What follows belongs to an exercise in optimizing a design on an open flow for small area, a short achievable clock period and few clock cycles per item; a production flow would make more cautious choices.

==> run A <==
==> flow/design.v <==
module modexp_unit #(
    parameter integer W = 128
) (
    input  wire         clk,
    input  wire         rst,      
    input  wire         start,
    input  wire [W-1:0] a,
    input  wire [W-1:0] e,
    input  wire [W-1:0] n,
    output wire         ready,
    output reg          done,
    output reg          fault,
    output wire [W-1:0] r
);
    localparam integer K  = 66;           
    localparam integer RW = 2 * K;        
    localparam integer VW = 130;          
    localparam integer TW = 133;          
    localparam [2:0] S_IDLE = 3'd0,
                     S_CHK  = 3'd1,
                     S_DIV  = 3'd2,
                     S_PREP = 3'd3,
                     S_MUL  = 3'd4,
                     S_CPA  = 3'd5,
                     S_FIN  = 3'd6;
    localparam [1:0] M_SQR = 2'd0,
                     M_MUL = 2'd1,
                     M_OUT = 2'd2;
    localparam [1:0] C_CONV = 2'd0,
                     C_CLR  = 2'd1,
                     C_SET1 = 2'd2;
    reg [2:0]    state;
    reg          ready_q;
    reg [1:0]    mode;
    reg [1:0]    cop;
    reg [7:0]    ecnt;
    reg [5:0]    cnt;
    reg [8:0]    j_q;
    reg          first_q;
    reg          last_q;
    reg          c_q;
    reg [W-1:0]  n_q;
    reg [W-1:0]  e_q;
    reg [RW-1:0] r_q;
    reg [RW-1:0] b_q;
    reg [VW-1:0] S_q;
    reg [VW-1:0] C_q;
    reg          k_q;
    reg [2:0]    x_q;
    reg [5:0]    idx;
    reg [5:0]    adig;
    reg [1:0]    asub;
    reg          carry_q;
    reg          sbit_q;
    reg          nbit_q;
    reg          zs_q;
    assign ready = ready_q;
    assign r     = r_q[W-1:0];
    wire [5:0] tidx = (state == S_DIV) ? adig : idx;
    wire [2:0] rdig = r_q[3*tidx +: 3];
    wire [2:0] bdig = b_q[3*tidx +: 3];
    wire       abit = rdig[asub];
    wire [128:0] y   = r_q[128:0];
    wire [128:0] xy0 = x_q[0] ? y : 129'd0;
    wire [128:0] xy1 = x_q[1] ? y : 129'd0;
    wire [128:0] xy2 = x_q[2] ? y : 129'd0;
    wire [2:0] u  = S_q[2:0] + C_q[2:0] + {2'b0, k_q} + xy0[2:0]
                  + {xy1[1:0], 1'b0} + {xy2[0], 2'b0};
    wire       q0 = u[0];
    wire       q1 = u[1] ^ (u[0] & ~n_q[1]);
    wire       q2 = u[2] ^ (u[1] & ~n_q[1]) ^ (u[0] & ~n_q[2]) ^ (u[1] & u[0] & ~n_q[1]);
    wire [TW-1:0] RS  = {3'b0, S_q};
    wire [TW-1:0] RC  = {3'b0, C_q};
    wire [TW-1:0] RX0 = {4'b0, xy0};
    wire [TW-1:0] RX1 = {3'b0, xy1, k_q};
    wire [TW-1:0] RX2 = {2'b0, xy2, 2'b0};
    wire [TW-1:0] RQ0 = q0 ? {5'b0, n_q}       : {TW{1'b0}};
    wire [TW-1:0] RQ1 = q1 ? {4'b0, n_q, 1'b0} : {TW{1'b0}};
    wire [TW-1:0] RQ2 = q2 ? {3'b0, n_q, 2'b0} : {TW{1'b0}};
    wire [TW-1:0] a1 = RS ^ RC ^ RX0;
    wire [TW-1:0] m1 = (RS & RC) | (RS & RX0) | (RC & RX0);
    wire [TW-1:0] b1 = {m1[TW-2:0], 1'b0};
    wire [TW-1:0] a2 = a1 ^ b1 ^ RX1;
    wire [TW-1:0] m2 = (a1 & b1) | (a1 & RX1) | (b1 & RX1);
    wire [TW-1:0] b2 = {m2[TW-2:0], 1'b0};
    wire [TW-1:0] a3 = a2 ^ b2 ^ RX2;
    wire [TW-1:0] m3 = (a2 & b2) | (a2 & RX2) | (b2 & RX2);
    wire [TW-1:0] b3 = {m3[TW-2:0], 1'b0};
    wire [TW-1:0] a4 = RQ0 ^ RQ1 ^ RQ2;
    wire [TW-1:0] m4 = (RQ0 & RQ1) | (RQ0 & RQ2) | (RQ1 & RQ2);
    wire [TW-1:0] b4 = {m4[TW-2:0], 1'b0};
    wire [TW-1:0] a5 = a3 ^ b3 ^ a4;
    wire [TW-1:0] m5 = (a3 & b3) | (a3 & a4) | (b3 & a4);
    wire [TW-1:0] b5 = {m5[TW-2:0], 1'b0};
    wire [TW-1:0] sf = a5 ^ b5 ^ b4;
    wire [TW-1:0] cf = (a5 & b5) | (a5 & b4) | (b5 & b4);
    wire          kf = sf[2] | sf[1] | sf[0] | cf[1] | cf[0];
    wire [RW-1:0] S132 = {2'b0, S_q};
    wire [RW-1:0] C132 = {2'b0, C_q};
    wire [RW-1:0] N132 = {4'b0, n_q};
    wire [K-1:0]  sch  = c_q ? S132[RW-1:K] : S132[K-1:0];
    wire [K-1:0]  cch  = c_q ? C132[RW-1:K] : C132[K-1:0];
    wire [K-1:0]  nch  = c_q ? N132[RW-1:K] : N132[K-1:0];
    wire         lowbit = c_q ? sbit_q : x_q[0];
    wire [K-1:0] n2ch   = {nch[K-2:0], c_q & nbit_q};
    reg sel_conv, sel_one, sel_z, sel_zf, sel_n, sel_nl;
    wire         zs_c   = c_q ? zs_q : b_q[RW-1];
    wire         zs_now = sel_z & zs_c;
    wire [K-1:0] opa = ({K{sel_conv}} & sch)
                     | ({K{sel_z}}    & {b_q[K-2:0], lowbit})
                     | {{(K-1){1'b0}}, sel_zf & ~c_q & x_q[0]};
    wire [K-1:0] opb = ({K{sel_conv}}         & cch)
                     | ({K{sel_n & zs_now}}   & nch)
                     | ({K{sel_n & ~zs_now}}  & ~nch)
                     | ({K{sel_nl & zs_now}}  & n2ch);
    wire         cin = c_q ? carry_q
                           : ((sel_conv & k_q) | sel_one | (sel_n & ~zs_now));
    wire [K:0] sum = {1'b0, opa} + {1'b0, opb} + {{K{1'b0}}, cin};
    wire r_is_n = (r_q[W-1:0] == n_q);
    wire nxt_mul = (mode == M_SQR) & e_q[W-1];
    wire nxt_out = ~nxt_mul & (ecnt == 8'd1);
    wire escan = (ecnt != 8'd0) & ~e_q[W-1];
    wire bad_n = ~n_q[0] | (n_q[W-1:1] == {(W-1){1'b0}});
    always @(posedge clk) begin
        if (rst) begin
            state    <= S_IDLE;
            ready_q  <= 1'b1;
            done     <= 1'b0;
            sel_conv <= 1'b0;
            sel_one  <= 1'b0;
            sel_z    <= 1'b0;
            sel_zf   <= 1'b0;
            sel_n    <= 1'b0;
            sel_nl   <= 1'b0;
        end else begin
            done <= 1'b0;
            case (state)
                S_IDLE: begin
                    ecnt    <= 8'd128;
                    j_q     <= 9'd0;
                    first_q <= 1'b1;
                    last_q  <= 1'b0;
                    c_q     <= 1'b0;
                    if (start) begin
                        state   <= S_CHK;
                        ready_q <= 1'b0;
                    end
                end
                S_CHK: begin
                    fault <= bad_n;
                    if (bad_n) begin
                        cop   <= C_CLR;
                        state <= S_CPA;
                    end else begin
                        state  <= S_DIV;
                        sel_zf <= 1'b1;
                        sel_n  <= 1'b1;
                    end
                    if (escan) ecnt <= ecnt - 1'b1;
                end
                S_DIV: begin
                    if (escan) ecnt <= ecnt - 1'b1;
                    c_q <= ~c_q;
                    if (c_q) begin
                        j_q     <= j_q + 1'b1;
                        first_q <= 1'b0;
                        last_q  <= (j_q == 9'd258);
                        sel_zf  <= 1'b0;
                        sel_z   <= ~last_q;
                        sel_n   <= (j_q != 9'd258) & ~last_q;
                        sel_nl  <= (j_q == 9'd258);
                        if (last_q) state <= S_PREP;
                    end
                end
                S_PREP: begin
                    cnt <= 6'd0;
                    if (ecnt == 8'd0) begin
                        cop     <= C_SET1;
                        sel_one <= 1'b1;
                        state   <= S_CPA;
                    end else begin
                        ecnt  <= ecnt - 1'b1;
                        state <= S_MUL;
                        mode  <= (ecnt == 8'd1) ? M_OUT : M_SQR;
                    end
                end
                S_MUL: begin
                    cnt <= cnt + 1'b1;
                    if (cnt == 6'd43) begin
                        cop      <= C_CONV;
                        sel_conv <= 1'b1;
                        state    <= S_CPA;
                    end
                end
                S_CPA: begin
                    c_q <= ~c_q;
                    if (c_q) begin
                        sel_conv <= 1'b0;
                        sel_one  <= 1'b0;
                        if (cop != C_CONV) begin
                            state   <= S_IDLE;
                            ready_q <= 1'b1;
                            done    <= 1'b1;
                        end else if (mode == M_OUT) begin
                            state <= S_FIN;
                        end else begin
                            cnt   <= 6'd0;
                            state <= S_MUL;
                            if (nxt_mul) begin
                                mode <= M_MUL;
                            end else begin
                                ecnt <= ecnt - 1'b1;
                                mode <= nxt_out ? M_OUT : M_SQR;
                            end
                        end
                    end
                end
                S_FIN: begin
                    if (r_is_n) begin
                        cop   <= C_CLR;
                        state <= S_CPA;
                    end else begin
                        state   <= S_IDLE;
                        ready_q <= 1'b1;
                        done    <= 1'b1;
                    end
                end
                default: begin
                    state   <= S_IDLE;
                    ready_q <= 1'b1;
                end
            endcase
        end
    end
    always @(posedge clk) begin
        case (state)
            S_IDLE: begin
                n_q  <= n;
                e_q  <= e;
                r_q  <= {{(RW-W){1'b0}}, a};
                x_q  <= {2'b0, a[W-1]};
                adig <= 6'd42;            
                asub <= 2'd0;
                idx  <= 6'd0;
            end
            S_CHK: begin
                if (escan) e_q <= e_q << 1;
            end
            S_DIV: begin
                if (escan) e_q <= e_q << 1;
                b_q     <= {sum[K-1:0], b_q[RW-1:K]};
                if (last_q) r_q <= {sum[K-1:0], r_q[RW-1:K]};
                carry_q <= sum[K];
                sbit_q  <= b_q[K-1];
                nbit_q  <= nch[K-1];
                zs_q    <= zs_now;
                if (c_q) begin
                    x_q <= {2'b0, (j_q < 9'd127) ? abit : 1'b0};
                    if (asub == 2'd0) begin
                        asub <= 2'd2;
                        adig <= adig - 1'b1;
                    end else begin
                        asub <= asub - 1'b1;
                    end
                end
            end
            S_PREP: begin
                S_q <= {VW{1'b0}};
                C_q <= {VW{1'b0}};
                k_q <= 1'b0;
                idx <= 6'd1;
                if (ecnt != 8'd0) begin
                    e_q <= e_q << 1;
                    x_q <= (ecnt == 8'd1) ? 3'b001 : rdig;
                end
            end
            S_MUL: begin
                S_q <= sf[TW-1:3];
                C_q <= cf[TW-2:2];
                k_q <= kf;
                x_q <= (mode == M_OUT) ? 3'b000 : ((mode == M_MUL) ? bdig : rdig);
                idx <= idx + 1'b1;
            end
            S_CPA: begin
                r_q     <= {sum[K-1:0], r_q[RW-1:K]};
                carry_q <= sum[K];
                if (!c_q) begin
                    idx <= nxt_mul ? 6'd0 : 6'd22;    
                end else if (cop == C_CONV && mode != M_OUT) begin
                    S_q <= {VW{1'b0}};
                    C_q <= {VW{1'b0}};
                    k_q <= 1'b0;
                    idx <= 6'd1;
                    if (nxt_mul) begin
                        x_q <= bdig;
                    end else begin
                        e_q <= e_q << 1;
                        x_q <= nxt_out ? 3'b001 : rdig;
                    end
                end
            end
            default: ;
        endcase
    end
endmodule
==> flow/flow/run.sh <==
#!/bin/bash
set -euo pipefail
margin=$(tr -d ' \n' < flow/margin.txt)
sed "s|\"\${@:-finish}\"|SETUP_SLACK_MARGIN=${margin} \"\${@:-finish}\"|" standard.sh > standard_margin.sh
bash standard.sh synth > synth.log 2>&1
bash standard_margin.sh finish > layout.log 2>&1
==> flow/flow/margin.txt <==
7
==> flow/standard.sh <==
#!/bin/bash
# synth_recipe.tcl (not shown) runs the flow's synth.tcl, then flattens the netlist and writes it again
# the make line also repeats each setting of config.mk as NAME=value (left out here)
make -C /OpenROAD-flow-scripts/flow DESIGN_CONFIG=/design/flow/config.mk WORK_HOME=/design/flow/orfs CLKGATE_MAP_FILE= SYNTH_SCRIPT=/design/flow/synth_recipe.tcl "${@:-finish}"
==> flow/config.mk <==
export PLATFORM = sky130hd
export DESIGN_NAME = modexp_unit
export DESIGN_NICKNAME = modexp_unit
export VERILOG_FILES = /design/flow/design.v
export SDC_FILE = /design/flow/constraint.sdc
export NUM_CORES = 4
export LEC_CHECK = 0
export CAP_MARGIN = 20
export CORE_MARGIN = 2
export CORE_UTILIZATION = 40
export SLEW_MARGIN = 20
==> flow/constraint.sdc <==
create_clock -name core_clock -period 12.0 [get_ports {clk}]
set_input_delay 2.4000 -clock core_clock [delete_from_list [all_inputs] [get_ports {clk}]]
set_output_delay 2.4000 -clock core_clock [all_outputs]
set_load 0.01 [all_outputs]
==> run G: changes against run A <==
--- a/flow/design.v
+++ b/flow/design.v
@@ -102,18 +102,20 @@
     wire [K-1:0]  cch  = c_q ? C132[RW-1:K] : C132[K-1:0];
     wire [K-1:0]  nch  = c_q ? N132[RW-1:K] : N132[K-1:0];
+    wire         zs_now = first_q ? 1'b0 : (c_q ? zs_q : b_q[RW-1]);
     wire         lowbit = c_q ? sbit_q : x_q[0];
     wire [K-1:0] n2ch   = {nch[K-2:0], c_q & nbit_q};
-    reg sel_conv, sel_one, sel_z, sel_zf, sel_n, sel_nl;
-    wire         zs_c   = c_q ? zs_q : b_q[RW-1];
-    wire         zs_now = sel_z & zs_c;
-    wire [K-1:0] opa = ({K{sel_conv}} & sch)
-                     | ({K{sel_z}}    & {b_q[K-2:0], lowbit})
-                     | {{(K-1){1'b0}}, sel_zf & ~c_q & x_q[0]};
-    wire [K-1:0] opb = ({K{sel_conv}}         & cch)
-                     | ({K{sel_n & zs_now}}   & nch)
-                     | ({K{sel_n & ~zs_now}}  & ~nch)
-                     | ({K{sel_nl & zs_now}}  & n2ch);
-    wire         cin = c_q ? carry_q
-                           : ((sel_conv & k_q) | sel_one | (sel_n & ~zs_now));
+    reg  [K-1:0] opa, opb;
+    reg          cin;
+    always @(*) begin
+        if (state == S_DIV) begin
+            opa = first_q ? {{(K-1){1'b0}}, ~c_q & x_q[0]} : {b_q[K-2:0], lowbit};
+            opb = last_q ? (zs_now ? n2ch : {K{1'b0}}) : (zs_now ? nch : ~nch);
+            cin = c_q ? carry_q : (~last_q & ~zs_now);
+        end else begin
+            opa = (cop == C_CONV) ? sch : {K{1'b0}};
+            opb = (cop == C_CONV) ? cch : {K{1'b0}};
+            cin = c_q ? carry_q : ((cop == C_CONV) ? k_q : (cop == C_SET1));
+        end
+    end
     wire [K:0] sum = {1'b0, opa} + {1'b0, opb} + {{K{1'b0}}, cin};
     wire r_is_n = (r_q[W-1:0] == n_q);
@@ -124,13 +126,7 @@
     always @(posedge clk) begin
         if (rst) begin
-            state    <= S_IDLE;
-            ready_q  <= 1'b1;
-            done     <= 1'b0;
-            sel_conv <= 1'b0;
-            sel_one  <= 1'b0;
-            sel_z    <= 1'b0;
-            sel_zf   <= 1'b0;
-            sel_n    <= 1'b0;
-            sel_nl   <= 1'b0;
+            state   <= S_IDLE;
+            ready_q <= 1'b1;
+            done    <= 1'b0;
         end else begin
             done <= 1'b0;
@@ -153,7 +149,5 @@
                         state <= S_CPA;
                     end else begin
-                        state  <= S_DIV;
-                        sel_zf <= 1'b1;
-                        sel_n  <= 1'b1;
+                        state <= S_DIV;
                     end
                     if (escan) ecnt <= ecnt - 1'b1;
@@ -166,8 +160,4 @@
                         first_q <= 1'b0;
                         last_q  <= (j_q == 9'd258);
-                        sel_zf  <= 1'b0;
-                        sel_z   <= ~last_q;
-                        sel_n   <= (j_q != 9'd258) & ~last_q;
-                        sel_nl  <= (j_q == 9'd258);
                         if (last_q) state <= S_PREP;
                     end
@@ -176,7 +166,6 @@
                     cnt <= 6'd0;
                     if (ecnt == 8'd0) begin
-                        cop     <= C_SET1;
-                        sel_one <= 1'b1;
-                        state   <= S_CPA;
+                        cop   <= C_SET1;
+                        state <= S_CPA;
                     end else begin
                         ecnt  <= ecnt - 1'b1;
@@ -188,7 +177,6 @@
                     cnt <= cnt + 1'b1;
                     if (cnt == 6'd43) begin
-                        cop      <= C_CONV;
-                        sel_conv <= 1'b1;
-                        state    <= S_CPA;
+                        cop   <= C_CONV;
+                        state <= S_CPA;
                     end
                 end
@@ -196,6 +184,4 @@
                     c_q <= ~c_q;
                     if (c_q) begin
-                        sel_conv <= 1'b0;
-                        sel_one  <= 1'b0;
                         if (cop != C_CONV) begin
                             state   <= S_IDLE;
==> flow/run.sh (new file) <==
#!/bin/bash
# synth_recipe.tcl (not shown) runs the flow's synth.tcl, then flattens the netlist and writes it again
# the make line also repeats each setting of config.mk as NAME=value (left out here)
make -C /OpenROAD-flow-scripts/flow DESIGN_CONFIG=/design/flow/config.mk WORK_HOME=/design/flow/orfs CLKGATE_MAP_FILE= SYNTH_SCRIPT=/design/flow/synth_recipe.tcl finish
--- a/flow/config.mk
+++ b/flow/config.mk
@@ -6,4 +6,5 @@
 export NUM_CORES = 4
 export LEC_CHECK = 0
+export ABC_CLOCK_PERIOD_IN_PS = 4000
 export CAP_MARGIN = 20
 export CORE_MARGIN = 2
removed: flow/flow/run.sh
removed: flow/flow/margin.txt
removed: flow/standard.sh
==> impl_metrics.ini <==
[outcome]
status = complete, no violations

[synth]
synth_seq_cells = 837
ys_top_cells_by_area = edfxtp_1 37%, fa_1 23%, nand2_1 7.2%, mux2_2 4.5%, inv_1 3.9%

[sta]
holdWs_ns = 0.431
max-slew-margin-rel_pct = 19.2

[die]
die_y_um = 414
-- figures above: run G

==> impl_metrics.ini <==
[sta]
max-slew-margin-rel_pct = 18.6
holdWs_ns = 0.441

[synth]
synthTopCellsByCount = 1188 x nand2_1, 831 x edfxtp_1, 773 x fa_1
ys_top_cells_by_area = edfxtp_1 37%, fa_1 23%, nand2_1 6.7%, mux2_2 4.8%, inv_1 3.9%
synth_seq_cells = 842

[outcome]
status = complete, no violations
-- figures above: run A

No run of this note included a check of the RTL's function; only the layout flow was run.

==> static timing again, ports no longer ideal <==
The flow's constraints put no driver on any port. The routed layouts listed below were extracted and timed again, unchanged, in two steps.
Step 1 assumes that a clkbuf_16 drives the clock port and a buf_2 every other input.
Step 2 moves the port delays by t, midway between the first and last clock arrival at a register: inputs arrive t later, outputs are due t later. That takes back most of the time a late clock gives input paths.
Slacks: no drivers / after step 1 / after step 2; pairs: no drivers / after step 1.
run | t, ns | setup slack, ns | worst hold slack (ns) | clock arrival spread, ns | slew at the worst register clock pin (ns)
run A | 0.846 | 6.528 / 6.528 / 6.528 | 0.441 / 0.441 / 0.441 | 0.036 / 0.036 | 0.07 / 0.07
run G | 0.847 | 4.636 / 4.636 / 4.636 | 0.431 / 0.431 / 0.431 | 0.055 / 0.055 | 0.07 / 0.07
After both steps setup and hold are still met in every run listed.
